Background: an optimization exercise with open tools, aiming at small area, a short achievable clock period and few clock cycles per item. Do not read the settings as production practice. Only simulation tests tie the RTL to the original design; equivalence was not proved. Power figures rest on the tool's default switching activity, not on a simulated workload.

===== flow/run.sh =====
#!/bin/bash
# synth_recipe.tcl (not shown) runs the flow's synth.tcl, then flattens the netlist and writes it again
# the make line also repeats each setting of config.mk as NAME=value (left out here)
make -C /OpenROAD-flow-scripts/flow DESIGN_CONFIG=/design/flow/config.mk WORK_HOME=/design/flow/orfs CLKGATE_MAP_FILE= SYNTH_SCRIPT=/design/flow/synth_recipe.tcl finish

===== flow/config.mk =====
export PLATFORM = sky130hd
export DESIGN_NAME = wgdos_unpack_row
export DESIGN_NICKNAME = wgdos_unpack_row
export VERILOG_FILES = /design/flow/design.v
export SDC_FILE = /design/flow/constraint.sdc
export NUM_CORES = 4
export LEC_CHECK = 0
export CAP_MARGIN = 20
export CORE_MARGIN = 2
export CORE_UTILIZATION = 25
export SETUP_SLACK_MARGIN = 2
export SLEW_MARGIN = 20

===== flow/constraint.sdc =====
create_clock -name core_clock -period 55.0 [get_ports {clk}]
set_input_delay 11.0000 -clock core_clock [delete_from_list [all_inputs] [get_ports {clk}]]
set_output_delay 11.0000 -clock core_clock [all_outputs]
set_load 0.01 [all_outputs]

===== flow/design.v =====
module wgdos_add #(parameter W = 8) (
    input  wire [W-1:0] a,
    input  wire [W-1:0] b,
    input  wire         ci,
    output wire [W-1:0] s,
    output wire         co
);
    reg [W-1:0] p, g;
    integer i, j;
    always @(*) begin
        p = a ^ b;
        g = a & b;
        g[0] = g[0] | (p[0] & ci);
        for (i = 1; (1 << i) <= 2 * W; i = i + 1)
            for (j = (1 << i) - 1; j < W; j = j + (1 << i)) begin
                g[j] = g[j] | (p[j] & g[j - (1 << (i - 1))]);
                p[j] = p[j] & p[j - (1 << (i - 1))];
            end
        for (i = 16; i > 0; i = i - 1)
            if ((1 << i) <= 2 * W)
                for (j = (1 << i) + (1 << (i - 1)) - 1; j < W; j = j + (1 << i)) begin
                    g[j] = g[j] | (p[j] & g[j - (1 << (i - 1))]);
                    p[j] = p[j] & p[j - (1 << (i - 1))];
                end
    end
    assign s  = (a ^ b) ^ {g[W-2:0], ci};
    assign co = g[W-1];
endmodule
module wgdos_rsh_lvl #(parameter IW = 8, parameter OW = 8, parameter SH = 1) (
    input  wire [IW-1:0] x,
    input  wire          en,
    output wire [OW-1:0] y,
    output wire          s
);
    genvar i;
    generate
        for (i = 0; i < OW; i = i + 1) begin : b
            wire hi = (i + SH < IW) ? x[(i + SH < IW) ? i + SH : 0] : 1'b0;
            wire lo = (i < IW) ? x[(i < IW) ? i : 0] : 1'b0;
            assign y[i] = en ? hi : lo;
        end
    endgenerate
    assign s = en & (|x[SH-1:0]);
endmodule
module wgdos_rsh #(parameter IW = 8, parameter OW = 8) (
    input  wire [IW-1:0] x,
    input  wire [6:0]    a,
    output wire [OW-1:0] y,
    output wire          st
);
    localparam W6 = OW + 63, W5 = OW + 31, W4 = OW + 15, W3 = OW + 7,
               W2 = OW + 3,  W1 = OW + 1;
    wire [W6-1:0] l6; wire [W5-1:0] l5; wire [W4-1:0] l4; wire [W3-1:0] l3;
    wire [W2-1:0] l2; wire [W1-1:0] l1;
    wire [6:0] s;
    wgdos_rsh_lvl #(.IW(IW), .OW(W6), .SH(64)) u6 (.x(x),  .en(a[6]), .y(l6), .s(s[6]));
    wgdos_rsh_lvl #(.IW(W6), .OW(W5), .SH(32)) u5 (.x(l6), .en(a[5]), .y(l5), .s(s[5]));
    wgdos_rsh_lvl #(.IW(W5), .OW(W4), .SH(16)) u4 (.x(l5), .en(a[4]), .y(l4), .s(s[4]));
    wgdos_rsh_lvl #(.IW(W4), .OW(W3), .SH(8))  u3 (.x(l4), .en(a[3]), .y(l3), .s(s[3]));
    wgdos_rsh_lvl #(.IW(W3), .OW(W2), .SH(4))  u2 (.x(l3), .en(a[2]), .y(l2), .s(s[2]));
    wgdos_rsh_lvl #(.IW(W2), .OW(W1), .SH(2))  u1 (.x(l2), .en(a[1]), .y(l1), .s(s[1]));
    wgdos_rsh_lvl #(.IW(W1), .OW(OW), .SH(1))  u0 (.x(l1), .en(a[0]), .y(y),  .s(s[0]));
    assign st = |s;
endmodule
module wgdos_msb128 (
    input  wire [127:0] x,
    output wire [6:0]   n,
    output wire         z
);
    wire [63:0]  v1; wire [63:0]  c1;
    wire [31:0]  v2; wire [63:0]  c2;
    wire [15:0]  v3; wire [47:0]  c3;
    wire [7:0]   v4; wire [31:0]  c4;
    wire [3:0]   v5; wire [19:0]  c5;
    wire [1:0]   v6; wire [11:0]  c6;
    genvar i;
    generate
        for (i = 0; i < 64; i = i + 1) begin : l1
            assign v1[i] = x[2*i+1] | x[2*i];
            assign c1[i] = x[2*i+1];
        end
        for (i = 0; i < 32; i = i + 1) begin : l2
            assign v2[i] = v1[2*i+1] | v1[2*i];
            assign c2[2*i+1:2*i] = v1[2*i+1] ? {1'b1, c1[2*i+1]} : {1'b0, c1[2*i]};
        end
        for (i = 0; i < 16; i = i + 1) begin : l3
            assign v3[i] = v2[2*i+1] | v2[2*i];
            assign c3[3*i+2:3*i] = v2[2*i+1] ? {1'b1, c2[4*i+3:4*i+2]} : {1'b0, c2[4*i+1:4*i]};
        end
        for (i = 0; i < 8; i = i + 1) begin : l4
            assign v4[i] = v3[2*i+1] | v3[2*i];
            assign c4[4*i+3:4*i] = v3[2*i+1] ? {1'b1, c3[6*i+5:6*i+3]} : {1'b0, c3[6*i+2:6*i]};
        end
        for (i = 0; i < 4; i = i + 1) begin : l5
            assign v5[i] = v4[2*i+1] | v4[2*i];
            assign c5[5*i+4:5*i] = v4[2*i+1] ? {1'b1, c4[8*i+7:8*i+4]} : {1'b0, c4[8*i+3:8*i]};
        end
        for (i = 0; i < 2; i = i + 1) begin : l6
            assign v6[i] = v5[2*i+1] | v5[2*i];
            assign c6[6*i+5:6*i] = v5[2*i+1] ? {1'b1, c5[10*i+9:10*i+5]} : {1'b0, c5[10*i+4:10*i]};
        end
    endgenerate
    assign z = !(v6[1] | v6[0]);
    assign n = v6[1] ? {1'b1, c6[11:6]} : {1'b0, c6[5:0]};
endmodule
module wgdos_norm (
    input  wire [86:0]        s,
    input  wire               sgn,
    input  wire [13:0]        fbm,
    input  wire [6:0]         qsh,
    output wire [63:0]        y
);
    wire [6:0] mi;
    wire       s_zero;
    wgdos_msb128 u_msb (.x({s, 41'd0}), .n(mi), .z(s_zero));
    wire [6:0] qn;
    wire       nrm;                                    
    wgdos_add #(.W(7)) u_cmp (.a(mi), .b(~qsh), .ci(1'b1), .s(qn), .co(nrm));
    wire [6:0] sh2 = nrm ? mi : qsh;
    wire [53:0] v;
    wire        st;
    wgdos_rsh #(.IW(181), .OW(54)) u_sh (.x({s, 94'd0}), .a(sh2), .y(v), .st(st));
    wire [52:0]  mant = v[53:1];
    wire         g    = v[0];
    wire         rnd  = g & (st | mant[0]);
    wire [13:0]  eo;
    wire         eo_c;
    wgdos_add #(.W(14)) u_eo (.a(fbm), .b({7'd0, mi}), .ci(1'b0), .s(eo), .co(eo_c));
    wire [11:0]  ef   = nrm ? eo[11:0] : 12'd0;
    wire [63:0]  mag;
    wire         mag_c;
    wgdos_add #(.W(64)) u_rnd (.a({ef, mant[51:0]}), .b(64'd0), .ci(rnd), .s(mag), .co(mag_c));
    wire         ovf  = mag[63] | (&mag[62:52]);
    assign y = s_zero ? 64'd0 :
               ovf    ? 64'h7FF0000000000000 :
                        {sgn, mag[62:0]};
endmodule
module wgdos_unpack_row (
    input  wire        clk,
    input  wire        rst,             
    input  wire        cmd_valid,
    output wire        cmd_ready,
    input  wire [31:0] cmd_cols,        
    input  wire [31:0] cmd_avail,       
    input  wire [31:0] cmd_e,           
    input  wire [63:0] cmd_mdi,         
    input  wire        in_valid,
    output wire        in_ready,
    input  wire [63:0] in_data,
    output wire        out_valid,
    input  wire        out_ready,
    output wire [63:0] out_data,
    output wire        done,
    output wire [7:0]  done_status,
    output wire [7:0]  done_kind,
    output wire [31:0] done_words
);
    localparam [2:0] F_IDLE  = 3'd0;
    localparam [2:0] F_ERR   = 3'd1;
    localparam [2:0] F_DESC  = 3'd2;
    localparam [2:0] F_CHK   = 3'd3;
    localparam [2:0] F_BASE  = 3'd4;
    localparam [2:0] F_DERIV = 3'd5;
    localparam [2:0] F_ADJ   = 3'd6;
    localparam [2:0] F_EMIT  = 3'd7;
    localparam [1:0] K_MISSING  = 2'd1;
    localparam [1:0] K_CONSTANT = 2'd2;
    localparam [1:0] K_NORMAL   = 2'd3;
    localparam [1:0] R_NONE = 2'd0;     
    localparam [1:0] R_BASE = 2'd1;     
    localparam [1:0] R_ZERO = 2'd2;     
    localparam [1:0] R_INF  = 2'd3;     
    reg  [2:0]  st;
    reg  [30:0] left;                   
    reg  [12:0] e_r;                    
    reg         e_inf;                  
    reg  [63:0] mdi_r;
    reg  [1:0]  kind_r;
    reg  [4:0]  b_r;
    reg  [63:0] base_r;
    reg  [31:0] wleft;                  
    reg         wmore;                  
    reg  [4:0]  bb;                     
    reg  [2:0]  err_s;                  
    reg         err_w;                  
    reg  [63:0] w0, w1;
    reg         v0, v1;
    reg  [6:0]  ra;                     
    reg  [84:0] bw;                     
    reg  [5:0]  p_r;                    
    reg         sgn_r;                  
    reg  [1:0]  rmode;
    reg  [13:0] fbm_r;
    reg  [6:0]  qsh_r;
    reg  [5:0]  adj_n;                  
    reg         adj_l;                  
    reg         s_v, s_last, s_raw, s_sgn;
    reg  [86:0] s_sum;
    reg         o_v, o_last;
    reg  [63:0] o_d;
    reg         done_r;
    reg         dbusy;                  
    reg         ipend;                  
    reg  [2:0]  d_status;
    reg  [1:0]  d_kind;
    reg  [31:0] d_words;
    wire fetch_st  = (st == F_DERIV) || (st == F_ADJ) || (st == F_EMIT);
    wire want_word = fetch_st && (kind_r == K_NORMAL) && wmore && !(v0 && v1);
    assign cmd_ready = (st == F_IDLE) && !ipend;
    assign in_ready  = (st == F_DESC) || (st == F_BASE) || want_word;
    assign out_valid = o_v;
    assign out_data  = o_d;
    assign done        = done_r;
    assign done_status = {5'd0, d_status};
    assign done_kind   = {6'd0, d_kind};
    assign done_words  = d_words;
    wire cmd_fire = cmd_valid && cmd_ready;
    wire in_fire  = in_valid && in_ready;
    wire o_fire    = o_v && out_ready;
    wire o_load_ok = !o_v || (out_ready && !o_last);
    wire s_adv     = s_v && o_load_ok;
    wire s_load_ok = !s_v || o_load_ok;
    wire wr_ok = !dbusy || done_r;
    wire [7:0]  d_kind_f  = in_data[63:56];
    wire [7:0]  d_width   = in_data[55:48];
    wire        d_rsvd0   = (in_data[47:0] == 48'd0);
    wire        d_wzero   = (d_width == 8'd0);
    wire        d_is_miss = d_rsvd0 && d_wzero && (d_kind_f == 8'd1);
    wire        d_is_const= d_rsvd0 && d_wzero && (d_kind_f == 8'd2);
    wire        d_is_norm = d_rsvd0 && (d_width[7:5] == 3'd0) &&
                            (d_width[4:0] != 5'd0) && (d_kind_f == 8'd3);
    function [2:0] low1;
        input [4:0] v;
        low1 = v[0] ? 3'd0 : v[1] ? 3'd1 : v[2] ? 3'd2 : v[3] ? 3'd3 : 3'd4;
    endfunction
    wire [10:0] eb_f   = base_r[62:52];
    wire        b_fin  = !(&eb_f);
    wire        b_zero = (base_r[62:0] == 63'd0);
    wire [10:0] ebx    = (eb_f == 11'd0) ? 11'd1 : eb_f;           
    wire [13:0] pd;
    wire        pd_c;
    wgdos_add #(.W(14)) u_pd (.a({e_r[12], e_r}), .b(~{3'd0, ebx}), .ci(1'b1), .s(pd), .co(pd_c));
    wire        d_lo   = pd[13];                                    
    wire        d_hi   = !pd[13] && (pd[12:6] != 7'd0 || pd[5:3] == 3'd7);    
    wire        d_triv = pd[13] && (pd[12:5] != 8'hFF || pd[4:0] < 5'd3);     
    wire [5:0]  p_new  = d_lo ? 6'd0 : d_hi ? 6'd55 : pd[5:0];
    wire [13:0] fb_lo  = {e_r[12], e_r} - 14'd3;                    
    wire [13:0] fb_hi  = {e_r[12], e_r} - 14'd58;                   
    wire [13:0] fb1    = d_lo ? fb_lo : d_hi ? fb_hi : {3'd0, ebx} - 14'd3;
    wire [13:0] qsx    = 14'd94 - fb1;
    wire [6:0]  qsh_new = qsx[13] ? 7'd40 : (qsx[12:7] != 6'd0) ? 7'd127 :
                          (qsx[6:0] < 7'd40) ? 7'd40 : qsx[6:0];
    wire [1:0]  rm_new = !b_fin ? R_BASE :
                         e_inf ? R_INF :
                         d_triv ? (b_zero ? R_ZERO : R_BASE) : R_NONE;
    wire [13:0] nl     = 14'd0 - pd;                                
    wire [13:0] nr     = pd - 14'd55;                               
    wire [5:0]  adj_new = d_lo ? nl[5:0] : ((nr[13:6] != 8'd0) ? 6'd63 : nr[5:0]);
    wire [30:0]  codew;
    wire         unused_st;
    wgdos_rsh #(.IW(94), .OW(31)) u_ext (.x({w0, w1[63:34]}), .a(ra), .y(codew), .st(unused_st));
    wire [30:0]  kmask = ~(31'h7FFFFFFF << b_r);
    wire [30:0]  k     = codew & kmask;
    wire         miss  = &(codew | ~kmask);
    wire         kz    = (k == 31'd0);
    wire         norm_row = (kind_r == K_NORMAL);
    wire         can_ext  = !norm_row || (v0 && ((ra >= 7'd30) || v1));
    wire         ext      = (st == F_EMIT) && can_ext && s_load_ok;
    wire         lastc    = (left == 31'd1);
    wire         row_end  = ext && lastc;
    wire         chk  = (st == F_CHK);
    wire [30:0]  kin  = chk ? left : k;
    wire [85:0]  kw   = {55'd0, kin} << p_r;
    wire [87:0]  tsum;
    wire         tsum_c;
    wgdos_add #(.W(88)) u_sum (.a({2'd0, kw}), .b({{3{sgn_r}}, bw}), .ci(sgn_r), .s(tsum), .co(tsum_c));
    wire         tneg = tsum[87];
    wire [86:0]  tneg_v;
    wire         tneg_c;
    wgdos_add #(.W(87)) u_neg (.a(~tsum[86:0]), .b(87'd0), .ci(1'b1), .s(tneg_v), .co(tneg_c));
    wire [86:0]  smag = tneg ? tneg_v : tsum[86:0];
    wire         c_mdi  = (kind_r == K_MISSING) || (norm_row && miss);
    wire         c_base = (kind_r == K_CONSTANT) || kz || (rmode == R_BASE);
    wire         c_raw  = !norm_row || miss || kz || (rmode != R_NONE);
    wire [63:0]  rawv   = c_mdi  ? mdi_r :
                          c_base ? base_r :
                          (rmode == R_ZERO) ? 64'd0 : 64'h7FF0000000000000;
    wire [63:0] ny;
    wgdos_norm u_norm (
        .s   (s_sum),
        .sgn (s_sgn),
        .fbm (fbm_r),
        .qsh (qsh_r),
        .y   (ny)
    );
    always @(posedge clk) begin
        if (rst) begin
            o_v <= 1'b0;
        end else if (s_adv) begin
            o_v    <= 1'b1;
            o_last <= s_last;
            o_d    <= s_raw ? s_sum[63:0] : ny;
        end else if (o_fire) begin
            o_v <= 1'b0;
        end
    end
    always @(posedge clk) begin
        if (rst) begin
            s_v <= 1'b0;
        end else if (ext) begin
            s_v    <= 1'b1;
            s_last <= lastc;
            s_raw  <= c_raw;
            s_sgn  <= tneg;
            s_sum  <= c_raw ? {23'd0, rawv} : smag;
        end else if (s_adv) begin
            s_v <= 1'b0;
        end
    end
    wire [4:0]  bb_n    = bb & (bb - 5'd1);
    wire        chk_end = chk && (bb_n == 5'd0);
    wire [37:0] acc     = (bb != 5'd0) ? tsum[37:0] : bw[37:0];
    wire [31:0] n_words = acc[37:6];
    wire [31:0] n_cmp;
    wire        n_fit;                                    
    wgdos_add #(.W(32)) u_ncmp (.a(wleft), .b(~n_words), .ci(1'b1), .s(n_cmp), .co(n_fit));
    wire        n_trunc = !n_fit;
    wire err_wr  = (st == F_ERR) && wr_ok;
    wire chk_wr  = chk_end && !n_trunc && wr_ok;
    wire ip_wr   = ipend && wr_ok;
    always @(posedge clk) begin
        if (rst) begin
            done_r <= 1'b0;
            dbusy  <= 1'b0;
        end else begin
            done_r <= (o_fire && o_last) || err_wr;
            dbusy  <= err_wr || chk_wr || ip_wr || (dbusy && !done_r);
        end
        if (err_wr) begin
            d_status <= err_s;
            d_kind   <= 2'd0;
            d_words  <= {31'd0, err_w};
        end else if (chk_wr) begin
            d_status <= 3'd0;
            d_kind   <= K_NORMAL;
            d_words  <= n_words;
        end else if (ip_wr) begin
            d_status <= 3'd0;
            d_kind   <= kind_r;
            d_words  <= {30'd0, kind_r};
        end
    end
    wire pop = ext && norm_row && (ra <= 7'd30);
    wire wf  = in_fire && fetch_st;
    wire [30:0] left_m1;
    wire        left_c;
    wgdos_add #(.W(31)) u_left (.a(left), .b({31{1'b1}}), .ci(1'b0), .s(left_m1), .co(left_c));
    wire [31:0] wleft_m1;
    wire        wleft_c;
    wgdos_add #(.W(32)) u_wleft (.a(wleft), .b({32{1'b1}}), .ci(1'b0), .s(wleft_m1), .co(wleft_c));
    wire [6:0]  ra_n;
    wire        ra_c;
    wgdos_add #(.W(7)) u_ra (.a(ra), .b(~{2'd0, b_r}), .ci(1'b1), .s(ra_n), .co(ra_c));
    always @(posedge clk) begin
        if (rst) begin
            st    <= F_IDLE;
            ipend <= 1'b0;
            v0    <= 1'b0;
            v1    <= 1'b0;
        end else begin
            if (ip_wr)
                ipend <= 1'b0;
            if (row_end) begin
                v0 <= 1'b0;
                v1 <= 1'b0;
            end else if (pop) begin
                if (wf) begin
                    w0 <= in_data;
                    v0 <= 1'b1;
                end else begin
                    w0 <= w1;
                    v0 <= v1;
                end
                v1 <= 1'b0;
            end else if (wf) begin
                if (!v0) begin
                    w0 <= in_data;
                    v0 <= 1'b1;
                end else begin
                    w1 <= in_data;
                    v1 <= 1'b1;
                end
            end
            if (wf) begin
                wleft <= wleft_m1;
                wmore <= (wleft_m1 != 32'd2);
            end
            if (ext) begin
                left <= left_m1;
                ra   <= {ra_n[6] ^ pop, ra_n[5:0]};
            end
            case (st)
                F_IDLE: begin
                    if (cmd_fire) begin
                        left    <= cmd_cols[30:0];
                        wleft   <= cmd_avail;
                        mdi_r   <= cmd_mdi;
                        e_r     <= (cmd_e[31:11] == 21'h000000 || cmd_e[31:11] == 21'h1FFFFF) ?
                                   {cmd_e[11], cmd_e[11:0]} : (cmd_e[31] ? 13'h1800 : 13'h07FF);
                        e_inf   <= !cmd_e[31] && ((cmd_e[30:11] != 20'd0) ||
                                                  (cmd_e[10] && (cmd_e[9:0] != 10'd0)));
                        if (cmd_cols[31] || (cmd_cols[30:0] == 31'd0)) begin
                            err_s <= 3'd3;
                            err_w <= 1'b0;
                            st    <= F_ERR;
                        end else if (cmd_avail == 32'd0) begin
                            err_s <= 3'd5;
                            err_w <= 1'b0;
                            st    <= F_ERR;
                        end else begin
                            st    <= F_DESC;
                        end
                    end
                end
                F_ERR: begin
                    if (wr_ok)
                        st <= F_IDLE;
                end
                F_DESC: begin
                    if (in_fire) begin
                        b_r   <= d_width[4:0];
                        err_w <= 1'b1;
                        e_r   <= e_r + 13'd1078;
                        if (d_is_miss) begin
                            kind_r <= K_MISSING;
                            ipend  <= 1'b1;
                            st     <= F_EMIT;
                        end else if (d_is_const) begin
                            kind_r <= K_CONSTANT;
                            if (wleft[31:1] == 31'd0) begin
                                err_s <= 3'd5;
                                st    <= F_ERR;
                            end else begin
                                st    <= F_BASE;
                            end
                        end else if (d_is_norm) begin
                            kind_r <= K_NORMAL;
                            bw     <= 85'd191;
                            bb     <= d_width[4:0];
                            p_r    <= {3'd0, low1(d_width[4:0])};
                            sgn_r  <= 1'b0;
                            st     <= F_CHK;
                        end else begin
                            err_s <= 3'd6;
                            st    <= F_ERR;
                        end
                    end
                end
                F_CHK: begin
                    ra <= 7'd94 - {2'd0, b_r};
                    if (bb != 5'd0) begin
                        bw  <= tsum[84:0];
                        bb  <= bb_n;
                        p_r <= {3'd0, low1(bb_n)};
                    end
                    if (chk_end) begin
                        if (n_trunc) begin
                            err_s <= 3'd5;
                            st    <= F_ERR;
                        end else if (wr_ok) begin
                            wleft <= n_words;
                            wmore <= (n_words != 32'd2);
                            st    <= F_BASE;
                        end
                    end
                end
                F_BASE: begin
                    if (in_fire) begin
                        base_r <= in_data;
                        bw     <= {29'd0, (in_data[62:52] != 11'd0), in_data[51:0], 3'd0} ^ {85{in_data[63]}};
                        if (kind_r == K_CONSTANT) begin
                            ipend <= 1'b1;
                            st    <= F_EMIT;
                        end else begin
                            st    <= F_DERIV;
                        end
                    end
                end
                F_DERIV: begin
                    if (!s_v) begin
                        p_r   <= p_new;
                        sgn_r <= base_r[63];
                        rmode <= rm_new;
                        fbm_r <= fb1 - 14'd93;
                        qsh_r <= qsh_new;
                        adj_n <= adj_new;
                        adj_l <= d_lo;
                        st    <= ((rm_new != R_NONE) || !(d_lo || d_hi)) ? F_EMIT : F_ADJ;
                    end
                end
                F_ADJ: begin
                    adj_n <= adj_n - 6'd1;
                    if (adj_n == 6'd1)
                        st <= F_EMIT;
                    if (adj_l)
                        bw <= {bw[83:0], sgn_r};
                    else
                        bw <= {sgn_r, bw[84:2], sgn_r ? (bw[1] & bw[0]) : (bw[1] | bw[0])};
                end
                default: begin  
                    if (row_end)
                        st <= F_IDLE;
                end
            endcase
        end
    end
endmodule

==> run notes <==
[power by group]
group          switching, mW  internal, mW
registers             0.0606         0.624
clock network          0.254         0.326
logic                  0.484         0.265
total                  0.798          1.22
[kinds of logic after synthesis]
logic type / Yosys count / synth area share (%)
other cells: 1 / 0.00672
fa+ha+maj: 328 / 8.10
flops: 679 / 35.8
simple gates: 1899 / 16.5
mux: 561 / 10.7
buf+inv: 668 / 4.81
compound gates: 1681 / 19.7
xor+xnor: 284 / 4.46
[placed cells by master (no fill, tap or decap), types with 25 or more instances in the layout]
master and count:
edfxtp_1 636, nor2_1 577, nand2_1 548, a21oi_1 460, mux2i_1 421, o21ai_0 394
clkdlybuf4s50_1 332, ha_1 267, inv_1 233, xnor2_1 145, xor2_1 139, mux2_2 117
buf_4 109, nor3_1 106, nor4_1 100, and2_1 90, nand3_1 88, clkbuf_16 87
a21o_1 80, a211oi_1 72, nand2b_1 67, o221ai_1 67, nand4_1 65, a22o_1 65
fa_1 57, nor2b_1 56, a31oi_1 53, o211ai_1 51, a22oi_1 49, and3_1 47
o22ai_1 44, dfxtp_1 43, a221o_1 32, o21a_1 29, a221oi_1 27, o31ai_1 25
[area by class of cell]
type	count	share of cell area [%]
diodes	9	0.0346
clock buffers	101	3.53
clock inverters	51	0.852
inverters	249	1.43
multi-input cells	4764	51.3
flip-flops and latches	679	30.6
well taps	2975	5.71
repair buffers	446	6.48
[layer usage]
layer	part of all wire, %	vias up	wire length, um	global-route usage, %
li1	-	23000	-	-
met3	9.8	600	24900	4.94
met4	6.7	26	16900	12.2
met1	40	25100	102000	27.6
met2	43	2947	110000	32.6
met5	0.064	-	163	0
[how the worst max path moves through the flow]
stage                           start  endpoint  cells after the start
after floorplan           in_data[13]     bw[0]                      8
after global placement    in_data[13]    bw[64]                     10
after detailed placement  in_data[13]    bw[63]                     10
after CTS                 in_data[13]    bw[67]                     10
after global routing      in_data[13]    bw[53]                     11
final                     in_data[13]    bw[53]                     11
[critical path, cell delays in order]
cell             delay, ps
clkdlybuf4s50_1        840
or4_1                  660
or4_1                  540
nor4_1                 440
nand2_1                120
or3_1                  380
a21oi_1                260
o221ai_1               260
a211oi_4               720
buf_4                  490
buf_16                 290
[state kept, by name (all words and copies together) (netlist names), 6 cells and up]
register	flops
qsh_r	7
w0	64
s_sum	87
mdi_r	64
w1	64
bw	85
fbm_r	12
ra	7
left	31
e_r	13
adj_n	6
base_r	64
d_words	32
p_r	6
o_d	64
wleft	32
[through the flow]
stage                     instances  power, mW  hold slack, ps  util, %
final                          9274       2.01             456     29.3
after global routing           9267       2.10             455     29.3
after CTS                      9263       2.00             458     29.3
after detailed placement       9111       1.42             442     28.0
after global placement         9108       1.41             428     28.0
after floorplan                6111       1.14             400        -
==> reports/results.tsv <==
metric	value	unit
R2R depth	48	
clk sinks	679	
layout cell share with drive strength beyond 1	8.19	%
I/O pin count	345	
vias per cell	5.57	
CTS clk-pin slew, worst paths	60	ps
Leak	24.7	nW
First DRT Iteration DRCs	6874	
Layout fillers	23400	
depth of the CTS H-tree	3	
placed cell area	0.0622	mm2
worst slack, placed	38340	ps
number of cells on the worst hold path	0	
die width	477	um
Async S/R FF share, synth	0	%
Area contributors post-synth	edfxtp_1 (34%), mux2i_1 (7.6%), ha_1 (6.0%)	
die area	0.227	mm2
postcts setup bufs	0	
Synth area leader	edfxtp_1	
vias post-DR	51700	
Buffers on Ports	333	
WL/cell	27.4	um
register bit total from synthesis	679	
status	timing/DRC/antenna clean	
Seq. cell area	0.0200	mm2
worst vdd ir	0.0250	mV
Synth top cells by count	edfxtp_1 (636), nor2_1 (584), nand2_1 (550)	
# setup viols final	0	
CTS Hold Bufs	0	
Final nets	6779	
Final Max Slew Viols	0	
GP Congestion	1.00	
Max FO, Critical Path	52	
crit end category	flip-flop	
FF-to-FF End	s_sum[86]	
Fin. Hold Viols	0	
CP required	55380	ps
max-cap viol count	0	
WP data arrival	16160	ps
initial core utilization	25.1	%
drt pass-1 iters	9	
number of gates resized after CTS	0	
setup ws final	39220	ps
Netlist Area Pre-Place	0.0558	mm2
count leader, synth	edfxtp_1	
HP Class	flip-flop to flip-flop	
footprint of the multi-input gates	0.0335	mm2
row cnt	173	
total global routing overflow	0	
Area Overhead vs Synth	16.7	%
RSZ-0062 raised after global routing	no	
Post-synth EDFFs	636	
Post-Syn Instances	6101	
Worst Skew	87.9	ps
largest net degree at the start of global routing	97	
die height	477	um
clock buffer depth	3	
Synth Warn #	8	
Syn Area/Cell	9.15	um2
fin area	0.0652	mm2
RR Startpoint	ra[6]	
Netlist cell types	118	
DRT antenna net count	0	
PD cells	30.9	mW/mm2
CTS Buf Count	85	
crit start category	primary input	
vias in the first global route	48500	
r2r setup slk	41110	ps
relative slew slack	20.3	%
initial antenna violation count	34	
first-pass GRT wire length	357000	um
setup_tns	0	ps
CTS root buf	clkbuf_16	
Clk Latency, worst-skew pair	760	ps
Worst Hold End	o_last	
area share of the largest cell type after synthesis	34.2	%
final worst-path cycle share	28.7	%
fin crit period	15780	ps
CTS tree	yes	
Tightest Pin Transition	1180	ps
Peak Freq	63.4	MHz
Core Footprint	0.222	mm2
Synth Flop Type	edfxtp_1	
Residual DRC	0	
sequential element share of the synthesized area	35.8	%
worst hold start	s_last	
WS Path Type	primary input to flip-flop	
GR Util All Layers	21.4	%
Routed WL	254000	um
dpl hpwl	199000	um
Testbench counts, summed over its fixed seeds: cycles 99,453, cells 86,298.

re-timing with driven ports:
In the flow no input, the clock included, has a driving cell. The finished layout below was timed again as built, in two steps.
Step 1 assumes that a clkbuf_16 drives the clock port and a buf_2 every other input.
Step 2 also shifts input and output timing later by t, the mid clock arrival at the registers, as if the neighbouring blocks saw the same clock.
Slacks: ideal ports / drivers / drivers and shift; pairs: ideal ports / drivers.
shift t [ns]: 0.809
slack for setup (ns): 39.216 / 39.261 / 38.451
worst slew at a driven data input, ns: 0.14
pins driven straight from the clock port: 1
After both steps setup and hold are still met in this run. For this run, drivers alone change the setup slack by +0.045 ns; drivers and shift together by -0.765 ns.
